Background: an optimization exercise with open tools, aiming at a short achievable clock period and few clock cycles. Do not read the settings as production practice. Function was checked by simulation only, so behaviour that the tests miss may differ from the original. No activity file was given, so power comes from the tool's default toggle rates.

==> flow/design.v, too long to show whole: its modules and the start of the top module <==
// module lima_vm_imul: 27 lines
// module lima_vm_idiv: 77 lines
// module lima_vm_fpu: 230 lines
// module lima_vm_csa32s: 3855 lines
// module lima_vm_csa24u: 2127 lines
// module lima_vm: 492 lines
module lima_vm (
    input  wire        clk,
    input  wire        rst,           
    input  wire [15:0] entry,         
    output reg         mem_valid,
    output reg         mem_we,
    output reg  [15:0] mem_addr,
    output reg  [31:0] mem_wdata,
    input  wire        mem_ready,
    input  wire [31:0] mem_rdata,
    output wire        in_req,
    output wire        in_float,
    input  wire        in_valid,
    input  wire        in_fail,
    input  wire [31:0] in_data,
    output wire        out_valid,
    output wire        out_float,
    output wire [31:0] out_data,
    input  wire        out_ready,
    output wire        halted,
    output wire [2:0]  err_code,
    output wire [15:0] ip,
    output wire [3:0]  flags,         
    output wire [31:0] r0,
    output wire [31:0] r1
);
  // ...
==> flow/run.sh <==
#!/bin/bash
# synth_recipe.tcl (not shown) runs the flow's synth.tcl, then flattens the netlist and writes it again
# the make line also repeats each setting of config.mk as NAME=value (left out here)
make -C /OpenROAD-flow-scripts/flow DESIGN_CONFIG=/design/flow/config.mk WORK_HOME=/design/flow/orfs CLKGATE_MAP_FILE= SYNTH_SCRIPT=/design/flow/synth_recipe.tcl finish
==> flow/config.mk <==
export PLATFORM = sky130hd
export DESIGN_NAME = lima_vm
export DESIGN_NICKNAME = lima_vm
export VERILOG_FILES = /design/flow/design.v
export SDC_FILE = /design/flow/constraint.sdc
export NUM_CORES = 4
export LEC_CHECK = 0
export ABC_CLOCK_PERIOD_IN_PS = 5000
export CAP_MARGIN = 20
export CORE_MARGIN = 2
export CORE_UTILIZATION = 30
export PLACE_DENSITY = 0.55
export SLEW_MARGIN = 20
==> flow/constraint.sdc <==
create_clock -name core_clock -period 22.0 [get_ports {clk}]
set_input_delay 4.4000 -clock core_clock [delete_from_list [all_inputs] [get_ports {clk}]]
set_output_delay 4.4000 -clock core_clock [all_outputs]
set_load 0.01 [all_outputs]
==> flow_summary.yaml, run 1 <==
outcome:
  status: "finished clean"
grt:
  grt_use_met2_pct: 38.0
  grt_max_degree: 134
  grt_antenna_before_repair: 60
  grt_use_met1_pct: 32.9
  use_met3_pct: 5.40
  track_usage_pct: 24.9
  grt_busiest_layer: "met2"
floorplanning:
  core_mm2: 0.452
  dieArea_mm2: 0.459
layout:
  area_dominant_class: "multi-input combinational cells"
  buf_share_pct: 3.74
  clkCellAreaFrac_pct: 3.46
  final_nets: 17200
  final_cell_mix: "inv_1, nor2_1, nand2_1, fa_1, edfxtp_1"
clocking:
  max-clock-path-buffers: 4
  cts_resized: 0
  hold_buffers: 0
  post_cts_buffers: 0
  path_clk_slew_ns: 0.07
yosys:
  synth_compound_area_share_pct: 15.8
  synth-simple-area-share_pct: 16.1
  synth_fa_ha_area_share_pct: 23.3
  synth_edf_count: 1121
flow_run:
  cap_violations: 0
sta:
  holdWs_ns: 0.417
  setup_ws_ns: 9.52
worst_setup_path:
  crit_end: "mem_wdata[16]"
  critPathMaxStageDelay_ns: 0.74
drt:
  wl_met1_um: 235000
  avgViaCountPerCell: 5.64
placed_design:
  placed_area_mm2: 0.146
  dp.cells: 21100
power_and_ir_drop:
  ir_drop_mv: 0.0614
Testbench counts, summed over its fixed seeds: cycles 193,534.
==> module lima_vm_idiv, before the edit <==
module lima_vm_idiv (
    input  wire        clk,
    input  wire        rst,
    input  wire        start,
    input  wire [31:0] a,
    input  wire [31:0] b,
    output wire        done,
    output wire [31:0] q
);
    function [5:0] clz32(input [31:0] v);
        integer i;
        begin
            clz32 = 6'd32;
            for (i = 0; i < 32; i = i + 1)
                if (v[i]) clz32 = 6'd31 - i[5:0];
        end
    endfunction
    reg        a_v;
    reg [31:0] am, bm;
    reg        neg;
    reg        busy;
    reg [5:0]  cnt;
    reg [31:0] rem, dvs, quo;
    reg        fin;
    wire [5:0]  za = clz32(am);
    wire [5:0]  zb = clz32(bm);
    wire [5:0]  sh = zb - za;
    wire        a_lt_b = am < bm;
    wire [32:0] d1 = {1'b0, rem} - {1'b0, dvs};
    wire        f1 = !d1[32];
    wire [31:0] r1 = f1 ? d1[31:0] : rem;
    wire [31:0] dv1 = {1'b0, dvs[31:1]};
    wire [32:0] d2 = {1'b0, r1} - {1'b0, dv1};
    wire        f2 = !d2[32];
    wire [31:0] r2 = f2 ? d2[31:0] : r1;
    assign done = fin;
    assign q = neg ? (~quo + 32'd1) : quo;
    always @(posedge clk) begin
        if (rst) begin
            a_v  <= 1'b0;
            busy <= 1'b0;
            fin  <= 1'b0;
        end else begin
            a_v <= start;
            fin <= 1'b0;
            if (start) begin
                am  <= a[31] ? (~a + 32'd1) : a;
                bm  <= b[31] ? (~b + 32'd1) : b;
                neg <= a[31] ^ b[31];
            end
            if (a_v) begin
                quo <= 32'd0;
                rem <= am;
                dvs <= bm << sh;
                cnt <= sh + 6'd1;
                if (a_lt_b) fin <= 1'b1;
                else busy <= 1'b1;
            end else if (busy) begin
                if (cnt == 6'd1) begin
                    rem  <= r1;
                    quo  <= {quo[30:0], f1};
                    busy <= 1'b0;
                    fin  <= 1'b1;
                end else begin
                    rem <= r2;
                    quo <= {quo[29:0], f1, f2};
                    dvs <= {2'b00, dvs[31:2]};
                    cnt <= cnt - 6'd2;
                    if (cnt == 6'd2) begin
                        busy <= 1'b0;
                        fin  <= 1'b1;
                    end
                end
            end
        end
    end
endmodule
==> module lima_vm_fpu, before the edit <==
module lima_vm_fpu (
    input  wire        clk,
    input  wire        rst,
    input  wire        start,
    input  wire [1:0]  op,
    input  wire [31:0] a,
    input  wire [31:0] b,
    output wire        done,
    output wire [31:0] res
);
    localparam [31:0] QNAN = 32'h7FC00000;
    wire        sa = a[31];
    wire        sb = b[31] ^ (op == 2'd1);
    wire [7:0]  xa = a[30:23];
    wire [7:0]  xb = b[30:23];
    wire [22:0] fa = a[22:0];
    wire [22:0] fb = b[22:0];
    wire a_nan  = (xa == 8'hFF) && (fa != 0);
    wire b_nan  = (xb == 8'hFF) && (fb != 0);
    wire a_inf  = (xa == 8'hFF) && (fa == 0);
    wire b_inf  = (xb == 8'hFF) && (fb == 0);
    wire a_zero = (xa == 8'h00) && (fa == 0);
    wire b_zero = (xb == 8'h00) && (fb == 0);
    wire [23:0] ma = {xa != 8'h00, fa};
    wire [23:0] mb = {xb != 8'h00, fb};
    wire [9:0]  ea = (xa == 8'h00) ? 10'd1 : {2'b00, xa};
    wire [9:0]  eb = (xb == 8'h00) ? 10'd1 : {2'b00, xb};
    wire        a_big  = a[30:0] >= b[30:0];
    wire [23:0] m_big  = a_big ? ma : mb;
    wire [23:0] m_sml  = a_big ? mb : ma;
    wire [9:0]  e_big  = a_big ? ea : eb;
    wire [9:0]  e_sml  = a_big ? eb : ea;
    wire        s_big  = a_big ? sa : sb;
    wire        s_sml  = a_big ? sb : sa;
    wire [47:0] ps, pc;
    lima_vm_csa24u u_csa (.a(ma), .b(mb), .s(ps), .c(pc));
    reg [4:0] lza, lzb;
    integer   n;
    always @* begin
        lza = 5'd0;
        lzb = 5'd0;
        for (n = 0; n < 24; n = n + 1) begin
            if (ma[n]) lza = 5'd23 - n[4:0];
            if (mb[n]) lzb = 5'd23 - n[4:0];
        end
    end
    reg        sp_v;
    reg [31:0] sp_r;
    always @* begin
        sp_v = 1'b1;
        sp_r = QNAN;
        case (op)
            2'd0, 2'd1: begin
                if (a_nan || b_nan || (a_inf && b_inf && (sa != sb))) sp_r = QNAN;
                else if (a_inf) sp_r = {sa, 8'hFF, 23'd0};
                else if (b_inf) sp_r = {sb, 8'hFF, 23'd0};
                else sp_v = 1'b0;
            end
            2'd2: begin
                if (a_nan || b_nan || (a_inf && b_zero) || (a_zero && b_inf)) sp_r = QNAN;
                else if (a_inf || b_inf) sp_r = {sa ^ sb, 8'hFF, 23'd0};
                else if (a_zero || b_zero) sp_r = {sa ^ sb, 31'd0};
                else sp_v = 1'b0;
            end
            default: begin
                if (a_nan || b_nan || (a_inf && b_inf)) sp_r = QNAN;
                else if (a_inf) sp_r = {sa ^ sb, 8'hFF, 23'd0};
                else if (b_inf || a_zero) sp_r = {sa ^ sb, 31'd0};
                else sp_v = 1'b0;
            end
        endcase
    end
    reg         s1_v, s1_mul, s1_spv, s1_zs;
    reg  [31:0] s1_sp;
    reg  [23:0] s1_mbig, s1_msml;
    reg  [9:0]  s1_ebig, s1_ediff;
    reg         s1_sub, s1_sign;
    reg  [47:0] s1_ps, s1_pc;
    reg  [10:0] s1_mexp;
    wire [26:0] sml_ext = {s1_msml, 3'b000};
    reg  [26:0] sml_al;
    integer     k;
    always @* begin
        if (s1_ediff >= 10'd27) begin
            sml_al = {26'd0, |s1_msml};
        end else begin
            sml_al = sml_ext >> s1_ediff;
            for (k = 0; k < 27; k = k + 1)
                if (k < s1_ediff && sml_ext[k])
                    sml_al[0] = 1'b1;
        end
    end
    wire [27:0] add_sum = s1_sub ? ({1'b0, s1_mbig, 3'b000} - {1'b0, sml_al})
                                 : ({1'b0, s1_mbig, 3'b000} + {1'b0, sml_al});
    wire [47:0] prod = s1_ps + s1_pc;
    reg         s2_v, s2_spv, s2_sign;
    reg  [31:0] s2_sp;
    reg  [47:0] s2_val;
    reg  [10:0] s2_exp;
    reg [5:0] lz;
    integer   i;
    always @* begin
        lz = 6'd48;
        for (i = 0; i < 48; i = i + 1)
            if (s2_val[i]) lz = 6'd47 - i[5:0];
    end
    wire [47:0] nrm = s2_val << lz;
    reg         s3_v, s3_spv, s3_sign;
    reg  [31:0] s3_sp;
    reg  [26:0] s3_sig;
    reg  [10:0] s3_exp;
    reg        div_busy, div_fin;
    reg [3:0]  div_cnt;
    reg [24:0] div_rem;
    reg [23:0] div_dvs;
    reg [27:0] div_quo;
    reg [10:0] div_exp;
    reg        div_sign;
    wire [25:0] dd1 = {1'b0, div_rem} - {2'b00, div_dvs};
    wire        df1 = ~dd1[25];
    wire [24:0] dl1 = df1 ? dd1[24:0] : div_rem;
    wire [24:0] dr1 = {dl1[23:0], 1'b0};
    wire [25:0] dd2 = {1'b0, dr1} - {2'b00, div_dvs};
    wire        df2 = ~dd2[25];
    wire [24:0] dl2 = df2 ? dd2[24:0] : dr1;
    wire [24:0] dr2 = {dl2[23:0], 1'b0};
    wire [26:0] div_sig = div_quo[27] ? {div_quo[27:2], div_quo[1] | div_quo[0] | (div_rem != 0)}
                                      : {div_quo[26:1], div_quo[0] | (div_rem != 0)};
    wire [10:0] div_e   = div_quo[27] ? div_exp : div_exp - 11'd1;
    reg  [26:0] den_sig;
    reg  [7:0]  den_field;
    reg  [10:0] den_shift;
    integer     m;
    always @* begin
        if ($signed(s3_exp) >= 11'sd1) begin
            den_sig   = s3_sig;
            den_field = s3_exp[7:0];
            den_shift = 11'd0;
        end else begin
            den_shift = 11'd1 - s3_exp;
            den_field = 8'd0;
            if (den_shift >= 11'd27) begin
                den_sig = {26'd0, |s3_sig};
            end else begin
                den_sig = s3_sig >> den_shift;
                for (m = 0; m < 27; m = m + 1)
                    if (m < den_shift && s3_sig[m])
                        den_sig[0] = 1'b1;
            end
        end
    end
    wire        rnd_g   = den_sig[2];
    wire        rnd_rs  = den_sig[1] | den_sig[0];
    wire        rnd_inc = rnd_g & (rnd_rs | den_sig[3]);
    wire [30:0] rnd_mag = {den_field, den_sig[25:3]} + {30'd0, rnd_inc};
    wire        rnd_ovf = ($signed(s3_exp) >= 11'sd255);
    wire [31:0] rnd_out = rnd_ovf ? {s3_sign, 8'hFF, 23'd0} : {s3_sign, rnd_mag};
    assign done = s3_v;
    assign res  = s3_spv ? s3_sp : rnd_out;
    always @(posedge clk) begin
        if (rst) begin
            s1_v <= 1'b0; s2_v <= 1'b0; s3_v <= 1'b0;
            div_busy <= 1'b0; div_fin <= 1'b0;
        end else begin
            s1_v <= start && (op != 2'd3 || sp_v);
            if (start) begin
                s1_mul   <= op[1];
                s1_spv   <= sp_v;
                s1_sp    <= sp_r;
                s1_zs    <= sa & sb;
                s1_mbig  <= m_big;
                s1_msml  <= m_sml;
                s1_ebig  <= e_big;
                s1_ediff <= e_big - e_sml;
                s1_sub   <= s_big ^ s_sml;
                s1_sign  <= op[1] ? (sa ^ sb) : s_big;
                s1_ps    <= ps;
                s1_pc    <= pc;
                s1_mexp  <= {1'b0, ea} + {1'b0, eb} - 11'd126;
            end
            s2_v <= s1_v;
            if (s1_v) begin
                s2_sign <= s1_sign;
                if (s1_spv) begin
                    s2_spv <= 1'b1;
                    s2_sp  <= s1_sp;
                end else if (!s1_mul && add_sum == 28'd0) begin
                    s2_spv <= 1'b1;
                    s2_sp  <= {s1_zs, 31'd0};
                end else begin
                    s2_spv <= 1'b0;
                    s2_sp  <= s1_sp;
                end
                s2_val <= s1_mul ? prod : {add_sum, 20'd0};
                s2_exp <= s1_mul ? s1_mexp : {1'b0, s1_ebig} + 11'd1;
            end
            s3_v <= s2_v | div_fin;
            if (div_fin) begin
                s3_spv  <= 1'b0;
                s3_sign <= div_sign;
                s3_sig  <= div_sig;
                s3_exp  <= div_e;
            end else if (s2_v) begin
                s3_spv  <= s2_spv;
                s3_sp   <= s2_sp;
                s3_sign <= s2_sign;
                s3_sig  <= {nrm[47:22], |nrm[21:0]};
                s3_exp  <= s2_exp - {5'd0, lz};
            end
            div_fin <= 1'b0;
            if (start && op == 2'd3 && !sp_v) begin
                div_busy <= 1'b1;
                div_cnt  <= 4'd13;
                div_rem  <= {1'b0, ma << lza};
                div_dvs  <= mb << lzb;
                div_quo  <= 28'd0;
                div_exp  <= {1'b0, ea} - {1'b0, eb} - {6'd0, lza} + {6'd0, lzb} + 11'd127;
                div_sign <= sa ^ sb;
            end else if (div_busy) begin
                div_quo <= {div_quo[25:0], df1, df2};
                div_rem <= dr2;
                div_cnt <= div_cnt - 4'd1;
                if (div_cnt == 4'd0) begin
                    div_busy <= 1'b0;
                    div_fin  <= 1'b1;
                end
            end
        end
    end
endmodule
==> run 2, diff against run 1 <==
--- a/flow/design.v
+++ b/flow/design.v
@@ -41,81 +41,78 @@
             for (i = 0; i < 32; i = i + 1)
                 if (v[i]) clz32 = 6'd31 - i[5:0];
         end
     endfunction
     reg        a_v;
     reg [31:0] am, bm;
     reg        neg;
     reg        busy;
-    reg [5:0]  cnt;
-    reg [31:0] rem, dvs, quo;
+    reg [4:0]  cnt;
+    reg [31:0] rem, quo, d1;
+    reg [33:0] d3;
     reg        fin;
     wire [5:0]  za = clz32(am);
     wire [5:0]  zb = clz32(bm);
-    wire [5:0]  sh = zb - za;
-    wire        a_lt_b = am < bm;
-    wire [32:0] d1 = {1'b0, rem} - {1'b0, dvs};
-    wire        f1 = !d1[32];
-    wire [31:0] r1 = f1 ? d1[31:0] : rem;
-    wire [31:0] dv1 = {1'b0, dvs[31:1]};
-    wire [32:0] d2 = {1'b0, r1} - {1'b0, dv1};
-    wire        f2 = !d2[32];
-    wire [31:0] r2 = f2 ? d2[31:0] : r1;
+    wire [5:0]  nq = zb - za + 6'd1;            
+    wire [5:0]  ns = nq + {5'd0, nq[0]};        
+    wire        lt = am < bm;
+    wire [63:0] sh = {32'd0, am} << (6'd32 - ns);
+    wire [33:0] rs  = {rem, quo[31:30]};
+    wire [34:0] t1 = {1'b0, rs} - {3'b000, d1};
+    wire [34:0] t2 = {1'b0, rs} - {2'b00, d1, 1'b0};
+    wire [34:0] t3 = {1'b0, rs} - {1'b0, d3};
+    wire [1:0]  dg = !t3[34] ? 2'd3 : !t2[34] ? 2'd2 : !t1[34] ? 2'd1 : 2'd0;
+    wire [31:0] rn = !t3[34] ? t3[31:0] : !t2[34] ? t2[31:0] : !t1[34] ? t1[31:0] : rs[31:0];
     assign done = fin;
     assign q = neg ? (~quo + 32'd1) : quo;
     always @(posedge clk) begin
         if (rst) begin
             a_v  <= 1'b0;
             busy <= 1'b0;
             fin  <= 1'b0;
         end else begin
             a_v <= start;
             fin <= 1'b0;
             if (start) begin
                 am  <= a[31] ? (~a + 32'd1) : a;
                 bm  <= b[31] ? (~b + 32'd1) : b;
                 neg <= a[31] ^ b[31];
             end
             if (a_v) begin
-                quo <= 32'd0;
-                rem <= am;
-                dvs <= bm << sh;
-                cnt <= sh + 6'd1;
-                if (a_lt_b) fin <= 1'b1;
+                d1  <= bm;
+                d3  <= {2'b00, bm} + {1'b0, bm, 1'b0};
+                rem <= sh[63:32];
+                quo <= lt ? 32'd0 : sh[31:0];
+                cnt <= ns[5:1];
+                if (lt) fin <= 1'b1;
                 else busy <= 1'b1;
             end else if (busy) begin
-                if (cnt == 6'd1) begin
-                    rem  <= r1;
-                    quo  <= {quo[30:0], f1};
+                rem <= rn;
+                quo <= {quo[29:0], dg};
+                cnt <= cnt - 5'd1;
+                if (cnt == 5'd1) begin
                     busy <= 1'b0;
                     fin  <= 1'b1;
-                end else begin
-                    rem <= r2;
-                    quo <= {quo[29:0], f1, f2};
-                    dvs <= {2'b00, dvs[31:2]};
-                    cnt <= cnt - 6'd2;
-                    if (cnt == 6'd2) begin
-                        busy <= 1'b0;
-                        fin  <= 1'b1;
-                    end
                 end
             end
         end
     end
 endmodule
 module lima_vm_fpu (
     input  wire        clk,
     input  wire        rst,
     input  wire        start,
     input  wire [1:0]  op,
     input  wire [31:0] a,
     input  wire [31:0] b,
-    output wire        done,
-    output wire [31:0] res
+    output reg         done,
+    output reg  [31:0] res,
+    output reg         fl_s,
+    output reg         fl_z
 );
     localparam [31:0] QNAN = 32'h7FC00000;
     wire        sa = a[31];
     wire        sb = b[31] ^ (op == 2'd1);
     wire [7:0]  xa = a[30:23];
     wire [7:0]  xb = b[30:23];
     wire [22:0] fa = a[22:0];
     wire [22:0] fb = b[22:0];
@@ -192,84 +189,78 @@
             for (k = 0; k < 27; k = k + 1)
                 if (k < s1_ediff && sml_ext[k])
                     sml_al[0] = 1'b1;
         end
     end
     wire [27:0] add_sum = s1_sub ? ({1'b0, s1_mbig, 3'b000} - {1'b0, sml_al})
                                  : ({1'b0, s1_mbig, 3'b000} + {1'b0, sml_al});
     wire [47:0] prod = s1_ps + s1_pc;
+    wire [10:0] s2_exp_in = s1_mul ? s1_mexp : {1'b0, s1_ebig} + 11'd1;
     reg         s2_v, s2_spv, s2_sign;
     reg  [31:0] s2_sp;
     reg  [47:0] s2_val;
-    reg  [10:0] s2_exp;
+    reg  [10:0] s2_exp, s2_ome;      
     reg [5:0] lz;
     integer   i;
     always @* begin
         lz = 6'd48;
         for (i = 0; i < 48; i = i + 1)
             if (s2_val[i]) lz = 6'd47 - i[5:0];
     end
     wire [47:0] nrm = s2_val << lz;
-    reg         s3_v, s3_spv, s3_sign;
+    wire [10:0] n_exp = s2_exp - {5'd0, lz};
+    wire [10:0] n_dsh = s2_ome + {5'd0, lz};
+    reg         s3_v, s3_spv, s3_sign, s3_den, s3_ovf;
     reg  [31:0] s3_sp;
     reg  [26:0] s3_sig;
-    reg  [10:0] s3_exp;
-    reg        div_busy, div_fin;
+    reg  [7:0]  s3_field;
+    reg  [4:0]  s3_dsh;
+    reg        div_busy, div_setup, div_fin;
     reg [3:0]  div_cnt;
     reg [24:0] div_rem;
     reg [23:0] div_dvs;
+    reg [25:0] div_dvs3;
     reg [27:0] div_quo;
-    reg [10:0] div_exp;
+    reg [10:0] div_exp, div_ome;
     reg        div_sign;
-    wire [25:0] dd1 = {1'b0, div_rem} - {2'b00, div_dvs};
-    wire        df1 = ~dd1[25];
-    wire [24:0] dl1 = df1 ? dd1[24:0] : div_rem;
-    wire [24:0] dr1 = {dl1[23:0], 1'b0};
-    wire [25:0] dd2 = {1'b0, dr1} - {2'b00, div_dvs};
-    wire        df2 = ~dd2[25];
-    wire [24:0] dl2 = df2 ? dd2[24:0] : dr1;
-    wire [24:0] dr2 = {dl2[23:0], 1'b0};
+    wire [25:0] du  = {div_rem, 1'b0};
+    wire [26:0] dt1 = {1'b0, du} - {3'b000, div_dvs};
+    wire [26:0] dt2 = {1'b0, du} - {2'b00, div_dvs, 1'b0};
+    wire [26:0] dt3 = {1'b0, du} - {1'b0, div_dvs3};
+    wire [1:0]  dq  = !dt3[26] ? 2'd3 : !dt2[26] ? 2'd2 : !dt1[26] ? 2'd1 : 2'd0;
+    wire [25:0] dr  = !dt3[26] ? dt3[25:0] : !dt2[26] ? dt2[25:0] : !dt1[26] ? dt1[25:0] : du;
     wire [26:0] div_sig = div_quo[27] ? {div_quo[27:2], div_quo[1] | div_quo[0] | (div_rem != 0)}
                                       : {div_quo[26:1], div_quo[0] | (div_rem != 0)};
     wire [10:0] div_e   = div_quo[27] ? div_exp : div_exp - 11'd1;
+    wire [10:0] div_dsh = div_quo[27] ? div_ome : div_ome + 11'd1;
     reg  [26:0] den_sig;
-    reg  [7:0]  den_field;
-    reg  [10:0] den_shift;
     integer     m;
     always @* begin
-        if ($signed(s3_exp) >= 11'sd1) begin
-            den_sig   = s3_sig;
-            den_field = s3_exp[7:0];
-            den_shift = 11'd0;
+        if (s3_den) begin
+            den_sig = s3_sig >> s3_dsh;
+            for (m = 0; m < 27; m = m + 1)
+                if (m < s3_dsh && s3_sig[m])
+                    den_sig[0] = 1'b1;
         end else begin
-            den_shift = 11'd1 - s3_exp;
-            den_field = 8'd0;
-            if (den_shift >= 11'd27) begin
-                den_sig = {26'd0, |s3_sig};
-            end else begin
-                den_sig = s3_sig >> den_shift;
-                for (m = 0; m < 27; m = m + 1)
-                    if (m < den_shift && s3_sig[m])
-                        den_sig[0] = 1'b1;
-            end
+            den_sig = s3_sig;
         end
     end
     wire        rnd_g   = den_sig[2];
     wire        rnd_rs  = den_sig[1] | den_sig[0];
     wire        rnd_inc = rnd_g & (rnd_rs | den_sig[3]);
-    wire [30:0] rnd_mag = {den_field, den_sig[25:3]} + {30'd0, rnd_inc};
-    wire        rnd_ovf = ($signed(s3_exp) >= 11'sd255);
-    wire [31:0] rnd_out = rnd_ovf ? {s3_sign, 8'hFF, 23'd0} : {s3_sign, rnd_mag};
-    assign done = s3_v;
-    assign res  = s3_spv ? s3_sp : rnd_out;
+    wire [30:0] rnd_mag = {s3_field, den_sig[25:3]} + {30'd0, rnd_inc};
+    wire [31:0] rnd_out = s3_ovf ? {s3_sign, 8'hFF, 23'd0} : {s3_sign, rnd_mag};
+    wire [31:0] s4_res  = s3_spv ? s3_sp : rnd_out;
+    wire        s4_nan  = (s4_res[30:23] == 8'hFF) && (s4_res[22:0] != 0);
+    wire        s4_z    = (s4_res[30:0] == 31'd0);
     always @(posedge clk) begin
         if (rst) begin
-            s1_v <= 1'b0; s2_v <= 1'b0; s3_v <= 1'b0;
-            div_busy <= 1'b0; div_fin <= 1'b0;
+            s1_v <= 1'b0; s2_v <= 1'b0; s3_v <= 1'b0; done <= 1'b0;
+            div_busy <= 1'b0; div_setup <= 1'b0; div_fin <= 1'b0;
         end else begin
             s1_v <= start && (op != 2'd3 || sp_v);
             if (start) begin
                 s1_mul   <= op[1];
                 s1_spv   <= sp_v;
                 s1_sp    <= sp_r;
                 s1_zs    <= sa & sb;
                 s1_mbig  <= m_big;
@@ -291,43 +282,61 @@
                 end else if (!s1_mul && add_sum == 28'd0) begin
                     s2_spv <= 1'b1;
                     s2_sp  <= {s1_zs, 31'd0};
                 end else begin
                     s2_spv <= 1'b0;
                     s2_sp  <= s1_sp;
                 end
                 s2_val <= s1_mul ? prod : {add_sum, 20'd0};
-                s2_exp <= s1_mul ? s1_mexp : {1'b0, s1_ebig} + 11'd1;
+                s2_exp <= s2_exp_in;
+                s2_ome <= 11'd1 - s2_exp_in;
             end
             s3_v <= s2_v | div_fin;
             if (div_fin) begin
-                s3_spv  <= 1'b0;
-                s3_sign <= div_sign;
-                s3_sig  <= div_sig;
-                s3_exp  <= div_e;
+                s3_spv   <= 1'b0;
+                s3_sign  <= div_sign;
+                s3_sig   <= div_sig;
+                s3_field <= (!div_dsh[10] && div_dsh != 11'd0) ? 8'd0 : div_e[7:0];
+                s3_den   <= !div_dsh[10] && (div_dsh != 11'd0);
+                s3_dsh   <= (!div_dsh[10] && div_dsh >= 11'd27) ? 5'd27 : div_dsh[4:0];
+                s3_ovf   <= !div_e[10] && (div_e >= 11'd255);
             end else if (s2_v) begin
-                s3_spv  <= s2_spv;
-                s3_sp   <= s2_sp;
-                s3_sign <= s2_sign;
-                s3_sig  <= {nrm[47:22], |nrm[21:0]};
-                s3_exp  <= s2_exp - {5'd0, lz};
+                s3_spv   <= s2_spv;
+                s3_sp    <= s2_sp;
+                s3_sign  <= s2_sign;
+                s3_sig   <= {nrm[47:22], |nrm[21:0]};
+                s3_field <= (!n_dsh[10] && n_dsh != 11'd0) ? 8'd0 : n_exp[7:0];
+                s3_den   <= !n_dsh[10] && (n_dsh != 11'd0);
+                s3_dsh   <= (!n_dsh[10] && n_dsh >= 11'd27) ? 5'd27 : n_dsh[4:0];
+                s3_ovf   <= !n_exp[10] && (n_exp >= 11'd255);
+            end
+            done <= s3_v;
+            if (s3_v) begin
+                res  <= s4_res;
+                fl_s <= s4_res[31] && !s4_nan && !s4_z;
+                fl_z <= s4_z;
             end
-            div_fin <= 1'b0;
+            div_fin   <= 1'b0;
+            div_setup <= 1'b0;
             if (start && op == 2'd3 && !sp_v) begin
+                div_setup <= 1'b1;
+                div_rem   <= {1'b0, ma << lza};
+                div_dvs   <= mb << lzb;
+                div_quo   <= 28'd0;
+                div_exp   <= {1'b0, ea} - {1'b0, eb} - {6'd0, lza} + {6'd0, lzb} + 11'd127;
+                div_sign  <= sa ^ sb;
+            end else if (div_setup) begin
+                div_dvs3 <= {2'b00, div_dvs} + {1'b0, div_dvs, 1'b0};
+                div_ome  <= 11'd1 - div_exp;
                 div_busy <= 1'b1;
                 div_cnt  <= 4'd13;
-                div_rem  <= {1'b0, ma << lza};
-                div_dvs  <= mb << lzb;
-                div_quo  <= 28'd0;
-                div_exp  <= {1'b0, ea} - {1'b0, eb} - {6'd0, lza} + {6'd0, lzb} + 11'd127;
-                div_sign <= sa ^ sb;
             end else if (div_busy) begin
-                div_quo <= {div_quo[25:0], df1, df2};
-                div_rem <= dr2;
+                div_quo <= {div_quo[25:0], dq};
+                div_rem <= {dr[23:0], 1'b0};
                 div_cnt <= div_cnt - 4'd1;
                 if (div_cnt == 4'd0) begin
                     div_busy <= 1'b0;
                     div_fin  <= 1'b1;
                 end
             end
         end
     end
@@ -6345,37 +6354,43 @@
                      OP_IIN  = 8'h11, OP_IOUT = 8'h12,
                      OP_ADDR = 8'h14, OP_SUBR = 8'h15, OP_MOVR = 8'h16,
                      OP_RADD = 8'h21, OP_RSUB = 8'h22, OP_RMUL = 8'h23, OP_RDIV = 8'h24,
                      OP_RIN  = 8'h31, OP_ROUT = 8'h32,
                      OP_JZ   = 8'h41, OP_JG   = 8'h42, OP_JL   = 8'h43,
                      OP_LOAD = 8'h44, OP_STORE = 8'h45;
     localparam [2:0] K_ERR = 3'd0, K_M2 = 3'd1, K_LOAD = 3'd2, K_STORE = 3'd3,
                      K_RR = 3'd4, K_IN = 3'd5, K_OUT = 3'd6;
-    localparam [3:0] X_IDLE = 4'd0, X_RD1 = 4'd1, X_RD2 = 4'd2, X_EX = 4'd3, X_WAIT = 4'd4,
-                     X_PW = 4'd5, X_LD = 4'd6, X_ORD = 4'd7, X_OUT = 4'd8, X_IN = 4'd9,
+    localparam [3:0] X_IDLE = 4'd0, X_RD1 = 4'd1, X_RD2 = 4'd2, X_EX = 4'd3, X_IN2 = 4'd4,
+                     X_PW = 4'd5, X_LD = 4'd6, X_ORD = 4'd7, X_IN = 4'd9,
                      X_ST = 4'd10, X_RR = 4'd11, X_ERR = 4'd12, X_HALT = 4'd13;
     localparam [1:0] P_FETCH = 2'd1, P_XRD = 2'd2, P_WR = 2'd3;
+    function ovl;
+        input [15:0] a, b;
+        reg   [15:0] d;
+        begin
+            d   = a - b;
+            ovl = (d <= 16'd3) || (d >= 16'hFFFD);
+        end
+    endfunction
     reg [31:0] x0, x1;
     reg        fs, fv, fz, fc;
     reg        err;
     reg [2:0]  err_q;
     reg [15:0] ip_q;
     assign halted   = err;
     assign err_code = err_q;
     assign ip       = ip_q;
     assign flags    = {fs, fv, fz, fc};
     assign r0       = x0;
     assign r1       = x1;
     reg  [1:0]  p_tag;
-    wire        p_done   = mem_valid & mem_ready;
-    wire        fetch_done = p_done & (p_tag == P_FETCH);
-    wire        xrd_done = p_done & (p_tag == P_XRD);
-    wire        wr_done  = p_done & (p_tag == P_WR);
-    wire        port_free_n = !mem_valid | mem_ready;
+    wire        stall      = mem_valid & !mem_ready;
+    wire        fetch_done = mem_valid & (p_tag == P_FETCH);
+    wire        xrd_done   = mem_valid & (p_tag == P_XRD);
     reg         pw_valid;
     reg  [15:0] pw_addr;
     reg  [31:0] pw_data;
     reg  [7:0]  fb [0:7];
     reg  [3:0]  fcnt;
     reg  [15:0] dip;           
     reg  [16:0] fnext;         
     reg         f_stale;       
@@ -6418,36 +6433,47 @@
     reg         pk_valid;
     reg  [2:0]  pk_kind;
     reg  [2:0]  pk_code;
     reg  [15:0] pk_ip;
     reg  [7:0]  pk_op;
     reg  [15:0] pk_ea1, pk_ea2;
     reg         pk_d, pk_s;
     reg         dec_stop;
+    reg         x_take;         
     reg  [3:0]  xs;
     reg  [2:0]  x_kind;
     reg  [7:0]  x_op;
     reg  [15:0] x_ip;
     reg  [15:0] ea1, ea2;
     reg         x_d, x_s;
     reg  [2:0]  x_code;
     reg  [31:0] w1, w2;
     reg  [31:0] res;
     reg         rs_, rv_, rz_, rc_, r_setf;
+    reg         in_fail_q;
+    reg  [31:0] in_data_q;
+    reg         out_pend, out_fl;
     reg  [31:0] out_q;
+    reg         bk_busy, bk_hold, bk_noflags;
+    reg  [15:0] bk_addr;
+    reg  [31:0] bk_res;
+    reg         bk_s, bk_v, bk_z, bk_c;
     wire x_busy    = (xs != X_IDLE);
     wire x_xwriter = x_busy && (x_kind == K_LOAD || x_kind == K_RR);
-    wire x_fwriter = x_busy && (x_kind == K_M2 || x_kind == K_RR);
+    wire x_fwriter = (x_busy && (x_kind == K_M2 || x_kind == K_RR)) || bk_busy;
     wire d_uses_x  = (bb != 2'b00) && (d_m2 || d_in || d_out || d_jmp);
     wire d_fetch_oob = dip > 16'hFFFC;
     wire d_have    = (fcnt >= 4'd4) || d_fetch_oob;
     wire halting   = (xs == X_ERR) || (xs == X_HALT);
-    wire dec_fire  = !dec_stop && !pk_valid && !halting && d_have &&
-                     !(d_uses_x && x_xwriter) && !(d_jmp && !d_fetch_oob && x_fwriter);
+    wire pk_xw     = pk_valid && (pk_kind == K_LOAD || pk_kind == K_RR);
+    wire pk_fw     = pk_valid && (pk_kind == K_M2 || pk_kind == K_RR);
+    wire dec_fire  = !stall && !dec_stop && (!pk_valid || x_take) && !halting && d_have &&
+                     !(d_uses_x && (x_xwriter || pk_xw)) &&
+                     !(d_jmp && !d_fetch_oob && (x_fwriter || pk_fw));
     reg        d_err;
     reg [2:0]  d_code;
     reg [2:0]  d_kind;
     reg        d_redirect;      
     reg        d_nopk;          
     reg        d_writes;        
     reg [15:0] d_wa;
     always @* begin
@@ -6461,17 +6487,17 @@
             d_kind = K_M2; d_writes = 1'b1; d_wa = d_ea1;
             if (d_ea_bad)              begin d_err = 1'b1; d_code = E_REG; end
             else if (d_oob1 || d_oob2) begin d_err = 1'b1; d_code = E_OOB; end
         end else if (d_out) begin
             d_kind = K_OUT;
             if (d_ea_bad)    begin d_err = 1'b1; d_code = E_REG; end
             else if (d_oob1) begin d_err = 1'b1; d_code = E_OOB; end
         end else if (d_in) begin
-            d_kind = K_IN; d_writes = !d_oob1; d_wa = d_ea1;
+            d_kind = K_IN; d_writes = 1'b1; d_wa = d_ea1;
             if (d_ea_bad) begin d_err = 1'b1; d_code = E_REG; end
         end else if (d_jmp) begin
             d_nopk = 1'b1;
             if (d_taken) begin
                 if (d_ea_bad) begin d_err = 1'b1; d_code = E_REG; d_nopk = 1'b0; end
                 else d_redirect = 1'b1;
             end
         end else if (d_load) begin
@@ -6481,66 +6507,75 @@
             d_kind = K_STORE; d_writes = 1'b1; d_wa = {4'd0, a1};
             if (s_bad) begin d_err = 1'b1; d_code = E_REG; end
         end else begin
             d_kind = K_RR;
             if (r_bad || s_bad) begin d_err = 1'b1; d_code = E_REG; end
         end
         if (d_err) begin d_kind = K_ERR; d_writes = 1'b0; end
     end
-    wire [16:0] d_o     = {1'b0, d_wa} - {1'b0, dip} - 17'd1;
-    wire        d_o_neg = d_o[16];
-    wire        d_trunc_hit = d_writes && (d_o_neg ? (d_o >= 17'h1FFFD) : (d_o < 17'd12));
-    wire [3:0]  d_trunc_pos = d_o_neg ? 4'd0 : (d_o[3:0] > 4'd8 ? 4'd8 : d_o[3:0]);
+    wire [11:0] dipb    = dip[15:4];
+    wire [11:0] dipb_p1 = dipb + 12'd1;
+    wire [11:0] dipb_m1 = dipb - 12'd1;
+    wire        d_near  = (d_wa[15:4] == dipb) || (d_wa[15:4] == dipb_p1) || (d_wa[15:4] == dipb_m1);
+    wire        d_flush = d_writes && d_near;
     wire        is_sub_op = (x_op == OP_ISUB) || (x_op == OP_SUBR);
     wire [31:0] xr_x = x_d ? x1 : x0;
     wire [31:0] xs_x = x_s ? x1 : x0;
     wire [31:0] ia = (x_kind == K_RR) ? xr_x : w1;
     wire [31:0] ib = (x_kind == K_RR) ? xs_x : w2;
     wire [31:0] isum  = ia + ib;
     wire [31:0] idiff = ia - ib;
     wire [31:0] ires  = is_sub_op ? idiff : isum;
     wire        add_v = (!ia[31] && ia != 0 && !ib[31] && ib != 0 && isum[31]) ||
                         (ia[31] && ib[31] && !isum[31] && isum != 0);
     wire        sub_v = (!ia[31] && ia != 0 && ib[31] && idiff[31]) ||
                         (ia[31] && !ib[31] && ib != 0 && !idiff[31] && idiff != 0);
     wire        sub_c = ia < ib;
     wire        iv    = is_sub_op ? sub_v : add_v;
     wire        ic    = is_sub_op ? sub_c : isum[31];
-    wire        ex_start = (xs == X_EX);
+    wire        mul_done, div_done, fpu_done;
+    wire        u_done   = mul_done | div_done | fpu_done;
     wire        w2_zero  = (w2 == 32'd0);
     wire        w2_fzero = (w2[30:0] == 31'd0);
-    wire        mul_done, mul_ovf;
+    wire        x_single = (x_op == OP_IADD) || (x_op == OP_ISUB);
+    wire        x_zdiv   = (x_op == OP_IDIV && w2_zero) || (x_op == OP_RDIV && w2_fzero);
+    wire        pw_slot  = !pw_valid;    
+    wire        bk_pw    = !stall && bk_busy && pw_slot && (bk_hold || u_done);
+    wire        bk_free  = !bk_busy || bk_pw;
+    wire        ex_start = !stall && (xs == X_EX) && !x_single && !x_zdiv && bk_free;
+    wire        mul_ovf;
     wire [31:0] mul_res;
     lima_vm_imul u_imul (
         .clk(clk), .rst(rst), .start(ex_start && x_op == OP_IMUL),
         .a(w1), .b(w2), .done(mul_done), .res(mul_res), .ovf(mul_ovf)
     );
-    wire        div_done;
     wire [31:0] div_q;
     lima_vm_idiv u_idiv (
-        .clk(clk), .rst(rst), .start(ex_start && x_op == OP_IDIV && !w2_zero),
+        .clk(clk), .rst(rst), .start(ex_start && x_op == OP_IDIV),
         .a(w1), .b(w2), .done(div_done), .q(div_q)
     );
-    wire        fpu_done;
     wire [31:0] fpu_res;
+    wire        fpu_s, fpu_z;
     lima_vm_fpu u_fpu (
         .clk(clk), .rst(rst),
-        .start(ex_start && x_op[5] && !(x_op == OP_RDIV && w2_fzero)),
-        .op(x_op[1:0] - 2'd1), .a(w1), .b(w2), .done(fpu_done), .res(fpu_res)
+        .start(ex_start && x_op[5]),
+        .op(x_op[1:0] - 2'd1), .a(w1), .b(w2), .done(fpu_done), .res(fpu_res),
+        .fl_s(fpu_s), .fl_z(fpu_z)
     );
-    wire        u_done = mul_done | div_done | fpu_done;
     wire [31:0] u_res  = mul_done ? mul_res : div_done ? div_q : fpu_res;
-    wire        u_nan  = fpu_done && (u_res[30:23] == 8'hFF) && (u_res[22:0] != 0);
-    wire        u_s    = fpu_done ? (u_res[31] && !u_nan && (u_res[30:0] != 31'd0)) : u_res[31];
-    wire        u_z    = fpu_done ? (u_res[30:0] == 31'd0) : (u_res == 32'd0);
+    wire        u_s    = fpu_done ? fpu_s : u_res[31];
+    wire        u_z    = fpu_done ? fpu_z : (u_res == 32'd0);
     wire        u_v    = mul_done & mul_ovf;
-    wire        pw_slot = !pw_valid;    
+    wire        bk_busy_n = ex_start || (bk_busy && !bk_pw);
+    wire        pk_ov1 = ex_start ? ovl(pk_ea1, ea1) : ovl(pk_ea1, bk_addr);
+    wire        pk_ov2 = ex_start ? ovl(pk_ea2, ea1) : ovl(pk_ea2, bk_addr);
+    wire        pk_ok_bk = (pk_kind == K_ERR) || (pk_kind == K_RR) ||
+                           (!pk_ov1 && !(pk_kind == K_M2 && pk_ov2));
     reg  [3:0]  xs_n;
-    reg         x_take;         
     reg         pw_make;        
     reg  [31:0] pw_mdata;
     reg  [15:0] pw_maddr;
     reg         f_set;          
     reg         nfs, nfv, nfz, nfc;
     reg         to_pw;          
     reg  [31:0] to_res;
     reg         x_fail;
@@ -6550,259 +6585,302 @@
         xs_n = xs; x_take = 1'b0; pw_make = 1'b0; pw_mdata = res; pw_maddr = ea1;
         f_set = 1'b0; nfs = rs_; nfv = rv_; nfz = rz_; nfc = rc_;
         to_pw = 1'b0; to_res = res; x_fail = 1'b0; x_fcode = E_DIV; x_fin = 1'b0;
         case (xs)
             X_IDLE: x_fin = 1'b1;
             X_RD1: if (xrd_done) xs_n = X_RD2;
             X_RD2: if (xrd_done) xs_n = X_EX;
             X_EX: begin
-                if (x_op == OP_IADD || x_op == OP_ISUB) begin
+                if (x_single) begin
                     nfs = ires[31]; nfz = (ires == 32'd0); nfc = ic; nfv = iv;
-                    if (pw_slot) begin
+                    if (bk_pw) begin
+                    end else if (pw_slot) begin
                         pw_make = 1'b1; pw_mdata = ires; f_set = 1'b1; x_fin = 1'b1;
                     end else begin
                         to_pw = 1'b1; to_res = ires; xs_n = X_PW;
                     end
-                end else if (x_op == OP_IDIV && w2_zero) begin
-                    x_fail = 1'b1; x_fcode = E_DIV;
-                end else if (x_op == OP_RDIV && w2_fzero) begin
+                end else if (x_zdiv) begin
                     x_fail = 1'b1; x_fcode = E_DIV;
-                end else begin
-                    xs_n = X_WAIT;
-                end
-            end
-            X_WAIT: begin
-                if (u_done) begin
-                    nfs = u_s; nfz = u_z; nfc = 1'b0; nfv = u_v;
-                    if (pw_slot) begin
-                        pw_make = 1'b1; pw_mdata = u_res; f_set = 1'b1; x_fin = 1'b1;
-                    end else begin
-                        to_pw = 1'b1; to_res = u_res; xs_n = X_PW;
-                    end
+                end else if (bk_free) begin
+                    x_fin = 1'b1;
                 end
             end
             X_PW: begin
-                if (pw_slot) begin
+                if (pw_slot && !bk_pw) begin
                     pw_make = 1'b1; pw_mdata = res; f_set = r_setf; x_fin = 1'b1;
                 end
             end
             X_ST: begin
-                if (pw_slot) begin
+                if (pw_slot && !bk_pw) begin
                     pw_make = 1'b1; pw_mdata = xs_x; x_fin = 1'b1;
                 end
             end
             X_LD:  if (xrd_done) x_fin = 1'b1;
-            X_ORD: if (xrd_done) xs_n = X_OUT;
-            X_OUT: if (out_ready) x_fin = 1'b1;
-            X_IN: begin
-                if (in_valid) begin
-                    if (in_fail) begin
-                        x_fail = 1'b1; x_fcode = E_IO;
-                    end else if (ea1 > 16'hFFFC) begin
-                        x_fail = 1'b1; x_fcode = E_OOB;
-                    end else if (pw_slot) begin
-                        pw_make = 1'b1; pw_mdata = in_data; x_fin = 1'b1;
-                    end else begin
-                        to_pw = 1'b1; to_res = in_data; xs_n = X_PW;
-                    end
+            X_ORD: if (xrd_done) x_fin = 1'b1;
+            X_IN:  if (in_valid) xs_n = X_IN2;
+            X_IN2: begin
+                if (in_fail_q) begin
+                    x_fail = 1'b1; x_fcode = E_IO;
+                end else if (ea1 > 16'hFFFC) begin
+                    x_fail = 1'b1; x_fcode = E_OOB;
+                end else if (pw_slot && !bk_pw) begin
+                    pw_make = 1'b1; pw_mdata = in_data_q; x_fin = 1'b1;
+                end else begin
+                    to_pw = 1'b1; to_res = in_data_q; xs_n = X_PW;
                 end
             end
             X_RR: x_fin = 1'b1;
-            X_ERR: if (!pw_valid && !mem_valid) xs_n = X_HALT;
+            X_ERR: if (!pw_valid && !mem_valid && !bk_busy && !out_pend) xs_n = X_HALT;
             default: xs_n = X_HALT;
         endcase
         if (x_fail) xs_n = X_ERR;
+        if (bk_pw) begin
+            pw_make = 1'b1; pw_maddr = bk_addr;
+            pw_mdata = bk_hold ? bk_res : u_res;
+        end
         if (x_fin) begin
             xs_n = X_IDLE;
-            if (pk_valid) begin
+            if (pk_valid && (!bk_busy_n || pk_ok_bk) && !(pk_kind == K_OUT && (out_pend || xs == X_ORD))) begin
                 x_take = 1'b1;
                 case (pk_kind)
                     K_ERR:   xs_n = X_ERR;
                     K_M2:    xs_n = X_RD1;
                     K_LOAD:  xs_n = X_LD;
                     K_STORE: xs_n = X_ST;
                     K_RR:    xs_n = X_RR;
                     K_IN:    xs_n = X_IN;
                     default: xs_n = X_ORD;
                 endcase
             end
         end
     end
-    wire [15:0] ea1_n = x_take ? pk_ea1 : ea1;
-    wire [15:0] ea2_n = x_take ? pk_ea2 : ea2;
-    wire        pw_valid_n = pw_make | pw_valid;
-    wire [15:0] pw_addr_n  = pw_make ? pw_maddr : pw_addr;
-    wire [31:0] pw_data_n  = pw_make ? pw_mdata : pw_data;
-    wire        x_rd_n   = (xs_n == X_RD1) || (xs_n == X_RD2) || (xs_n == X_LD) || (xs_n == X_ORD);
-    wire [15:0] x_addr_n = (xs_n == X_RD2) ? ea2_n : ea1_n;
-    wire [15:0] ovd      = x_addr_n - pw_addr_n;
-    wire        x_ovl    = (ovd <= 16'd3) || (ovd >= 16'hFFFD);
-    wire        f_realign_n = (fnext > 17'hFFFC);
+    reg         x_rd_n;
+    reg  [15:0] x_addr_n;
+    reg         x_wait_pw;
+    wire        ov_pk1_pw = ovl(pk_ea1, pw_addr);
+    wire        ov_e1_pw  = ovl(ea1, pw_addr);
+    wire        ov_e2_pw  = ovl(ea2, pw_addr);
+    wire        ov_pk1_bk = ovl(pk_ea1, bk_addr);
+    wire        ov_e2_bk  = ovl(ea2, bk_addr);
+    wire        ov_pk1_e1 = ovl(pk_ea1, ea1);
+    wire        ov_e2_e1  = ovl(ea2, ea1);
+    always @* begin
+        x_rd_n = 1'b0; x_addr_n = ea1; x_wait_pw = 1'b0;
+        if (x_take) begin
+            x_rd_n   = (pk_kind == K_M2) || (pk_kind == K_LOAD) || (pk_kind == K_OUT);
+            x_addr_n = pk_ea1;
+            x_wait_pw = (pw_valid && ov_pk1_pw) ||
+                        (pw_make && (bk_pw ? ov_pk1_bk : ov_pk1_e1));
+        end else if (xs_n == X_RD2) begin
+            x_rd_n   = 1'b1;
+            x_addr_n = ea2;
+            x_wait_pw = (pw_valid && ov_e2_pw) ||
+                        (pw_make && (bk_pw ? ov_e2_bk : ov_e2_e1));
+        end else if (xs_n == X_RD1 || xs_n == X_LD || xs_n == X_ORD) begin
+            x_rd_n   = 1'b1;
+            x_addr_n = ea1;
+            x_wait_pw = (pw_valid && ov_e1_pw) || pw_make;
+        end
+    end
     wire        x_wr_pend = x_busy && !halting && (x_kind == K_M2 || x_kind == K_STORE || x_kind == K_IN);
-    wire [15:0] fa        = f_realign_n ? dip : fnext[15:0];
-    wire [15:0] fo1 = fa - pw_addr;
-    wire [15:0] fo2 = fa - ea1;
-    wire [15:0] fo3 = fa - pk_ea1;
-    wire        f_blk = (pw_valid && ((fo1 <= 16'd3) || (fo1 >= 16'hFFFD))) ||
-                        (x_wr_pend && ((fo2 <= 16'd3) || (fo2 >= 16'hFFFD))) ||
+    wire        f_realign_n = (fnext > 17'hFFFC);
+    wire [15:0] fa  = f_realign_n ? dip : fnext[15:0];
+    wire        f_blk = (pw_valid && ovl(fa, pw_addr)) ||
+                        (bk_busy && ovl(fa, bk_addr)) ||
+                        (x_wr_pend && ovl(fa, ea1)) ||
                         (pk_valid && (pk_kind == K_M2 || pk_kind == K_STORE || pk_kind == K_IN) &&
-                                     ((fo3 <= 16'd3) || (fo3 >= 16'hFFFD)));
+                         ovl(fa, pk_ea1));
     wire        f_inflight = mem_valid && (p_tag == P_FETCH);
-    wire        dec_flush  = dec_fire && (d_redirect || d_trunc_hit);
+    wire        dec_flush  = dec_fire && (d_redirect || d_flush);
     wire        fetch_ok = !halting && !dec_stop && !f_inflight && !dec_flush && !f_blk &&
                            (fcnt <= 4'd4) &&
                            (f_realign_n ? (fcnt < 4'd4 && !d_fetch_oob) : 1'b1);
-    wire        w_need   = (xs_n == X_PW) || (xs_n == X_ST) || (xs_n == X_IN) ||
-                           (xs_n == X_ERR) || ((xs_n == X_EX) && !fetch_ok);
+    wire        w_need   = bk_hold || (bk_busy && u_done) || (xs == X_PW) || (xs == X_ST) ||
+                           (xs == X_IN2) || (xs == X_EX) || halting;
     reg [1:0]  np_tag;
     reg [15:0] np_addr;
     always @* begin
-        np_tag = 2'd0; np_addr = pw_addr_n;
-        if (xs_n == X_ERR || xs_n == X_HALT) begin
-            if (pw_valid_n) np_tag = P_WR;
-        end else if (x_rd_n) begin
-            if (pw_valid_n && x_ovl) np_tag = P_WR;
-            else begin np_tag = P_XRD; np_addr = x_addr_n; end
-        end else if (pw_valid_n && w_need) begin
+        np_tag = 2'd0; np_addr = pw_addr;
+        if (x_rd_n) begin
+            if (pw_valid && x_wait_pw) np_tag = P_WR;
+            else if (!x_wait_pw) begin np_tag = P_XRD; np_addr = x_addr_n; end
+        end else if (pw_valid && w_need) begin
             np_tag = P_WR;
         end else if (fetch_ok) begin
             np_tag = P_FETCH; np_addr = fa;
-        end else if (pw_valid_n) begin
+        end else if (pw_valid) begin
             np_tag = P_WR;
         end
     end
     assign in_req    = (xs == X_IN);
     assign in_float  = x_op[5];
-    assign out_valid = (xs == X_OUT);
-    assign out_float = x_op[5];
+    assign out_valid = out_pend;
+    assign out_float = out_fl;
     assign out_data  = out_q;
     integer k;
     reg [3:0] fc1;
     always @(posedge clk) begin
         if (rst) begin
             x0 <= 32'd0; x1 <= 32'd0;
             fs <= 1'b0; fv <= 1'b0; fz <= 1'b0; fc <= 1'b0;
             err <= 1'b0; err_q <= 3'd0; ip_q <= entry;
             mem_valid <= 1'b0; mem_we <= 1'b0; p_tag <= 2'd0;
             pw_valid <= 1'b0;
             fcnt <= 4'd0; dip <= entry; fnext <= {1'b0, entry};
             f_stale <= 1'b0; f_realign <= 1'b0;
             pk_valid <= 1'b0; dec_stop <= 1'b0;
             xs <= X_IDLE; x_kind <= K_ERR;
+            bk_busy <= 1'b0; bk_hold <= 1'b0; bk_noflags <= 1'b0;
+            out_pend <= 1'b0;
         end else begin
-            if (port_free_n) begin
+            if (out_ready) out_pend <= 1'b0;
+            if (stall) begin
+                if (bk_busy && !bk_hold && u_done) begin
+                    bk_hold <= 1'b1;
+                    bk_res  <= u_res;
+                    bk_s <= u_s; bk_v <= u_v; bk_z <= u_z; bk_c <= 1'b0;
+                end
+                if (xs == X_IN && in_valid) begin
+                    xs        <= X_IN2;
+                    in_fail_q <= in_fail;
+                    in_data_q <= in_data;
+                end
+            end else begin
                 mem_valid <= (np_tag != 2'd0);
                 mem_we    <= (np_tag == P_WR);
                 mem_addr  <= np_addr;
                 p_tag     <= np_tag;
-                if (np_tag == P_WR) mem_wdata <= pw_data_n;
+                if (np_tag == P_WR) mem_wdata <= pw_data;
                 if (np_tag == P_FETCH) f_realign <= f_realign_n;
-            end
-            pw_valid <= pw_valid_n && !(port_free_n && np_tag == P_WR);
-            if (pw_make) begin
-                pw_addr <= pw_maddr;
-                pw_data <= pw_mdata;
-            end
-            fc1 = fcnt;
-            if (dec_fire && !d_err && !d_redirect) begin
-                for (k = 0; k < 7; k = k + 1) fb[k] <= fb[k + 1];
-                fc1 = (fcnt == 4'd0) ? 4'd0 : fcnt - 4'd1;
-            end
-            if (fetch_done && !f_stale && !dec_flush) begin
-                if (f_realign) begin
-                    fb[0] <= mem_rdata[7:0];   fb[1] <= mem_rdata[15:8];
-                    fb[2] <= mem_rdata[23:16]; fb[3] <= mem_rdata[31:24];
-                    fcnt  <= 4'd4;
-                    fnext <= {1'b0, dip} + 17'd4;
-                end else begin
-                    for (k = 0; k < 8; k = k + 1) begin
-                        if (k == fc1)     fb[k] <= mem_rdata[7:0];
-                        if (k == fc1 + 1) fb[k] <= mem_rdata[15:8];
-                        if (k == fc1 + 2) fb[k] <= mem_rdata[23:16];
-                        if (k == fc1 + 3) fb[k] <= mem_rdata[31:24];
-                    end
-                    fcnt  <= fc1 + 4'd4;
-                    fnext <= fnext + 17'd4;
+                pw_valid <= pw_make | (pw_valid & (np_tag != P_WR));
+                if (pw_make) begin
+                    pw_addr <= pw_maddr;
+                    pw_data <= pw_mdata;
                 end
-            end else begin
-                fcnt <= fc1;
-            end
-            if (port_free_n && np_tag == P_FETCH) f_stale <= 1'b0;
-            else if (fetch_done) f_stale <= 1'b0;
-            if (dec_fire) begin
-                if (d_err) begin
-                    dec_stop <= 1'b1;
-                end else if (d_redirect) begin
-                    dip   <= d_ea1 + 16'd1;
-                    fcnt  <= 4'd0;
-                    fnext <= {1'b0, d_ea1} + 17'd1;
-                    if (f_inflight && !fetch_done) f_stale <= 1'b1;
-                end else begin
-                    dip <= dip + 16'd1;
-                    if (d_trunc_hit) begin
-                        if (d_trunc_pos < fc1) begin
-                            fcnt  <= d_trunc_pos;
-                            fnext <= {1'b0, dip} + 17'd1 + {13'd0, d_trunc_pos};
-                        end else begin
-                            fcnt  <= fc1;
-                            fnext <= {1'b0, dip} + 17'd1 + {13'd0, fc1};
+                fc1 = fcnt;
+                if (dec_fire && !d_err && !d_redirect) begin
+                    for (k = 0; k < 7; k = k + 1) fb[k] <= fb[k + 1];
+                    fc1 = (fcnt == 4'd0) ? 4'd0 : fcnt - 4'd1;
+                end
+                if (fetch_done && !f_stale && !dec_flush) begin
+                    if (f_realign) begin
+                        fb[0] <= mem_rdata[7:0];   fb[1] <= mem_rdata[15:8];
+                        fb[2] <= mem_rdata[23:16]; fb[3] <= mem_rdata[31:24];
+                        fcnt  <= 4'd4;
+                        fnext <= {1'b0, dip} + 17'd4;
+                    end else begin
+                        for (k = 0; k < 8; k = k + 1) begin
+                            if (k == fc1)     fb[k] <= mem_rdata[7:0];
+                            if (k == fc1 + 1) fb[k] <= mem_rdata[15:8];
+                            if (k == fc1 + 2) fb[k] <= mem_rdata[23:16];
+                            if (k == fc1 + 3) fb[k] <= mem_rdata[31:24];
                         end
+                        fcnt  <= fc1 + 4'd4;
+                        fnext <= fnext + 17'd4;
+                    end
+                end else begin
+                    fcnt <= fc1;
+                end
+                if (np_tag == P_FETCH) f_stale <= 1'b0;
+                else if (fetch_done) f_stale <= 1'b0;
+                if (dec_fire) begin
+                    if (d_err) begin
+                        dec_stop <= 1'b1;
+                    end else if (d_redirect) begin
+                        dip   <= d_ea1 + 16'd1;
+                        fcnt  <= 4'd0;
+                        fnext <= {1'b0, d_ea1} + 17'd1;
                         if (f_inflight && !fetch_done) f_stale <= 1'b1;
+                    end else begin
+                        dip <= dip + 16'd1;
+                        if (d_flush) begin
+                            fcnt  <= 4'd0;
+                            fnext <= {1'b0, dip} + 17'd1;
+                            if (f_inflight && !fetch_done) f_stale <= 1'b1;
+                        end
                     end
                 end
-            end
-            if (dec_fire && !d_nopk) begin
-                pk_valid <= 1'b1;
-                pk_kind  <= d_kind;
-                pk_code  <= d_code;
-                pk_ip    <= dip;
-                pk_op    <= opc;
-                pk_ea1   <= (d_kind == K_LOAD) ? {6'd0, a2} : (d_kind == K_STORE) ? {4'd0, a1} : d_ea1;
-                pk_ea2   <= d_ea2;
-                pk_d     <= ri[0];
-                pk_s     <= si[0];
-            end else if (x_take) begin
-                pk_valid <= 1'b0;
-            end
-            xs <= xs_n;
-            if (x_take) begin
-                x_kind <= pk_kind;
-                x_op   <= pk_op;
-                x_ip   <= pk_ip;
-                ea1    <= pk_ea1;
-                ea2    <= pk_ea2;
-                x_d    <= pk_d;
-                x_s    <= pk_s;
-                x_code <= pk_code;
-            end
-            if (xs == X_RD1 && xrd_done) w1 <= mem_rdata;
-            if (xs == X_RD2 && xrd_done) w2 <= mem_rdata;
-            if (xs == X_ORD && xrd_done) out_q <= mem_rdata;
-            if (xs == X_LD && xrd_done) begin
-                if (x_d) x1 <= mem_rdata; else x0 <= mem_rdata;
-            end
-            if (xs == X_RR) begin
-                if (x_op == OP_MOVR) begin
-                    if (x_d) x1 <= xs_x; else x0 <= xs_x;
-                end else begin
-                    if (x_d) x1 <= ires; else x0 <= ires;
-                    fs <= ires[31]; fz <= (ires == 32'd0); fc <= ic; fv <= iv;
+                if (dec_fire && !d_nopk) begin
+                    pk_valid <= 1'b1;
+                    pk_kind  <= d_kind;
+                    pk_code  <= d_code;
+                    pk_ip    <= dip;
+                    pk_op    <= opc;
+                    pk_ea1   <= (d_kind == K_LOAD) ? {6'd0, a2} : (d_kind == K_STORE) ? {4'd0, a1} : d_ea1;
+                    pk_ea2   <= d_ea2;
+                    pk_d     <= ri[0];
+                    pk_s     <= si[0];
+                end else if (x_take) begin
+                    pk_valid <= 1'b0;
+                end
+                xs <= xs_n;
+                if (ex_start) begin
+                    bk_busy <= 1'b1;
+                    bk_hold <= 1'b0;
+                    bk_addr <= ea1;
+                end else if (bk_pw) begin
+                    bk_busy <= 1'b0;
+                    bk_hold <= 1'b0;
+                end else if (bk_busy && u_done) begin
+                    bk_hold <= 1'b1;
+                    bk_res  <= u_res;
+                    bk_s <= u_s; bk_v <= u_v; bk_z <= u_z; bk_c <= 1'b0;
+                end
+                if (x_take) begin
+                    x_kind <= pk_kind;
+                    x_op   <= pk_op;
+                    x_ip   <= pk_ip;
+                    ea1    <= pk_ea1;
+                    ea2    <= pk_ea2;
+                    x_d    <= pk_d;
+                    x_s    <= pk_s;
+                    x_code <= pk_code;
+                end
+                if (xs == X_RD1 && xrd_done) w1 <= mem_rdata;
+                if (xs == X_RD2 && xrd_done) w2 <= mem_rdata;
+                if (xs == X_ORD && xrd_done) begin
+                    out_q    <= mem_rdata;
+                    out_fl   <= x_op[5];
+                    out_pend <= 1'b1;
+                end
+                if (xs == X_IN && in_valid) begin
+                    in_fail_q <= in_fail;
+                    in_data_q <= in_data;
+                end
+                if (xs == X_LD && xrd_done) begin
+                    if (x_d) x1 <= mem_rdata; else x0 <= mem_rdata;
+                end
+                if (bk_pw && !bk_noflags) begin
+                    if (bk_hold) begin
+                        fs <= bk_s; fv <= bk_v; fz <= bk_z; fc <= bk_c;
+                    end else begin
+                        fs <= u_s; fv <= u_v; fz <= u_z; fc <= 1'b0;
+                    end
+                end
+                if (ex_start) bk_noflags <= 1'b0;
+                else if (bk_busy && (f_set || (xs == X_RR && x_op != OP_MOVR))) bk_noflags <= 1'b1;
+                if (xs == X_RR) begin
+                    if (x_op == OP_MOVR) begin
+                        if (x_d) x1 <= xs_x; else x0 <= xs_x;
+                    end else begin
+                        if (x_d) x1 <= ires; else x0 <= ires;
+                        fs <= ires[31]; fz <= (ires == 32'd0); fc <= ic; fv <= iv;
+                    end
+                end
+                if (f_set) begin
+                    fs <= nfs; fv <= nfv; fz <= nfz; fc <= nfc;
+                end
+                if (to_pw) begin
+                    res <= to_res;
+                    rs_ <= nfs; rv_ <= nfv; rz_ <= nfz; rc_ <= nfc;
+                    r_setf <= (x_kind == K_M2);
+                end
+                if (x_fail) x_code <= x_fcode;
+                if (xs == X_ERR && xs_n == X_HALT) begin
+                    err   <= 1'b1;
+                    err_q <= x_code;
+                    ip_q  <= x_ip;
                 end
-            end
-            if (f_set) begin
-                fs <= nfs; fv <= nfv; fz <= nfz; fc <= nfc;
-            end
-            if (to_pw) begin
-                res <= to_res;
-                rs_ <= nfs; rv_ <= nfv; rz_ <= nfz; rc_ <= nfc;
-                r_setf <= (x_kind == K_M2);
-            end
-            if (x_take && pk_kind == K_ERR) x_code <= pk_code;
-            if (x_fail) x_code <= x_fcode;
-            if (xs == X_ERR && xs_n == X_HALT) begin
-                err   <= 1'b1;
-                err_q <= x_code;
-                ip_q  <= x_ip;
             end
         end
     end
 endmodule
==> run 2 against run 1 <==
  * Critical path type unchanged
  * Clock-buffer cell count is 17 higher
  * Register-to-register slack lost 0.92 ns
  * Core utilization decreased by 0.13 points
  * Via count is 12% higher
  * Critical path depth fell by 3
  * First-iteration DRC count is 6.1% higher
  * Combinational power grew 120%
  * Still clean
  * Non-clock buffer count decreased by 4
  * Critical endpoint is now fb[0][2]
==> flow_summary.yaml, run 2 <==
layout:
  largest_registers: "fb: 64 flops, u_imul.s_q: 63 flops, u_imul.c_q: 62 flops"
  final_nets: 19400
  drive_gt1_share_pct: 6.79
  area_growth_pct: 11.1
  top_register: "fb"
  largest_reg_flops: 64
  final_common_cell: "inv_1"
  final_cell_mix: "inv_1, nand2_1, nor2_1, edfxtp_1, fa_1"
  fin_area_mm2: 0.171
clocking:
  max-clock-path-buffers: 4
  insertion_delay_ns: 0.99
  cts_tree: "yes"
  cts-root-buf: "clkbuf_16"
  cts_resized: 0
  hold_buffers: 0
  cts_made_buffers: 179
  htreeDepth: 4
  path_clk_slew_ns: 0.07
  post_cts_buffers: 0
  clock_sinks: 1446
grt:
  grt_max_degree: 154
  grt_antenna_before_repair: 69
  grt_overflow: 0
  track_usage_pct: 24.8
  grt_pass1_vias: 130000
  grt_pass1_wl_um: 943000
power_and_ir_drop:
  ir_drop_mv: 0.0687
  power_density_mw_per_mm2: 46.6
  cellLeakagePower_nw: 70.5
floorplanning:
  ios: 260
  core_mm2: 0.513
  die_x_um: 721
  fp-row-count: 263
  dieArea_mm2: 0.520
  initial_core_util_pct: 30.1
  die_h_um: 721
sta:
  finalSetupTns_ns: 0
  min_period_ns: 11.25
  worst-slew-pin-transition_ns: 1.36
  hold_violations: 0
  finClkSkew_ns: 0.112
  setup_viol: 0
  slew-limit-headroom_pct: 9.08
  finalCritPeriodShare_pct: 51.1
  max_freq_ghz: 0.0889
  grt_setup_unrepaired: "no"
  drv_slew: 0
drt:
  drtIter0Drc: 16500
  drc_errors: 0
  ant_nets: 0
  vias: 136000
  dr.pass1.iters: 7
  avgViaCountPerCell: 5.62
  routed_wl_um: 668000
  wl_per_cell_um: 27.7
outcome:
  status: "finished clean"
yosys:
  yosysMostFrequentCell: "inv_1"
  synth_cell_types: 125
  synthCells: 17300
  synth_edf_count: 1339
  synthDominantCellAreaShare_pct: 26.1
  yosysTopAreaCell: "edfxtp_1"
  synth_seq_area_share_pct: 27.5
  syn_area_per_cell_um2: 8.92
  netlist_area_mm2: 0.154
  yosys-top-cells-count: "inv_1, nand2_1, nor2_1"
  synth_nets: 19500
  ys_ff_latch: 1446
  yosys-top-cells-area: "edfxtp_1, fa_1, ha_1"
  ys_warn_count: 5
  ys_async_sr_fraction_pct: 0
  dominantRegCellSynth: "edfxtp_1"
flow_run:
  cap_violations: 0
worst_setup_path:
  endpoint_kind: "flip-flop"
  critPathMaxStageDelay_ns: 0.54
  cp_max_fo: 44
  crit_required_ns: 22.70
  startpoint_type: "primary input"
  slowest_stage: "clkdlybuf4s50_1"
  worstSetupPathType: "in -> reg"
  arrival_ns: 11.95
placed_design:
  routabilityCongestion: 0.996
  io_buffers: 259
  placed_area_mm2: 0.165
  place_hpwl_um: 498000
hold_path:
  min_path_type: "reg -> reg"
run 2: metal layers:
| layer | track usage (%) | vias up | routed length (µm) |
|---|---|---|---|
| li1 | - | 59700 | - |
| met1 | 32.7 | 67400 | 271000 |
| met2 | 37.8 | 7039 | 288000 |
| met3 | 5.29 | 1611 | 64300 |
| met4 | 13.7 | 32 | 44900 |
| met5 | 0 | - | 208 |
run 2: worst paths after layout:
kind	from	to	slack, ns	cells after the start
hold reg to reg	pk_op[4]	x_op[4]	0.41	0
setup / recovery	mem_ready	fb[0][2]	10.75	25
hold / removal	pk_op[4]	x_op[4]	0.41	0
setup reg to reg	fb[2][6]	fb[6][6]	10.86	32
run 2: worst max-delay path, delay by kind of cell:
family	cells	cell delay [ns]
AND/OR/NAND/NOR	10	2.47
buffers and inverters	6	2.20
AO/OA/AOI/OAI	7	1.90
adder cells (fa/ha/maj)	1	0.53
XOR/XNOR	1	0.29
run 2: layout make-up:
type	instances	area, µm²
clock buffers	210	4660
clock inverters	121	1400
diodes	31	77.6
inverters	2294	8610
well taps	6757	8450
flip-flops and latches	1446	42400
multi-input cells	12600	100000
fillers	53000	341000
repair buffers	659	5640
run 2: cell families (layout without fill, tap and decap cells):
kind of cell,count (synthesis),after routing,synth area share (%)
buffers and inverters,3211,3284,7.90
and+or+nand+nor,5154,5154,16.1
AOI/OAI and AO/OA,3915,3915,16.3
adders and majority gates,2082,2082,22.7
xor gates and xnor gates,754,754,4.28
DFF,1446,1446,27.5
muxes,732,732,5.25
other,0,31,0
run 2: through the flow:
| step | utilization, % | hold slack, ns | total power [mW] | setup slack [ns] | instances |
|---|---|---|---|---|---|
| final | 33.4 | 0.411 | 7.98 | 10.75 | 24200 |
| after global routing | 33.4 | 0.424 | 8.20 | 10.40 | 24100 |
| after CTS | 33.4 | 0.410 | 7.96 | 10.80 | 24100 |
| after detailed placement | 32.2 | 0.405 | 4.81 | 9.79 | 23800 |
| after global placement | 32.2 | 0.400 | 4.81 | 9.60 | 23800 |
| after floorplan | - | 0.400 | 4.21 | 3.38 | 17300 |
run 2: where the power goes:
part	switching, mW	leakage (nW)	internal [mW]
registers	0.115	13.0	3.08
logic	1.07	54.6	0.558
clock network	1.38	2.95	1.78
total	2.56	70.5	5.42
Testbench counts of run 2, summed over its fixed seeds: cycles 162,473.

[what the ideal ports hide]
The results above use ideal ports. As a check the final layouts listed here were re-extracted and re-timed, cells and wires unchanged. Step 1 assumes that a clkbuf_16 drives the clock port and a buf_2 every other input. Step 2 moves the port delays by t, midway between the first and last clock arrival at a register: inputs arrive t later, outputs are due t later. That takes back most of the time a late clock gives input paths. a / b / c = no drivers / after step 1 / after step 2; a / b = the first two.
run | t, ns | setup WS [ns] | hold slack, ns | worst data-port slew with drivers (ns) | pins driven straight from the clock port
run 1 | 0.998 | 9.516 / 9.604 / 8.607 | 0.417 / 0.417 / 0.417 | 0.34 | 1
run 2 | 1.058 | 10.751 / 10.846 / 9.788 | 0.411 / 0.411 / 0.411 | 0.08 | 1
After both steps every run listed still meets setup and hold. For run 2, which loses most, drivers alone change the setup slack by +0.095 ns; drivers and shift together by -0.963 ns.
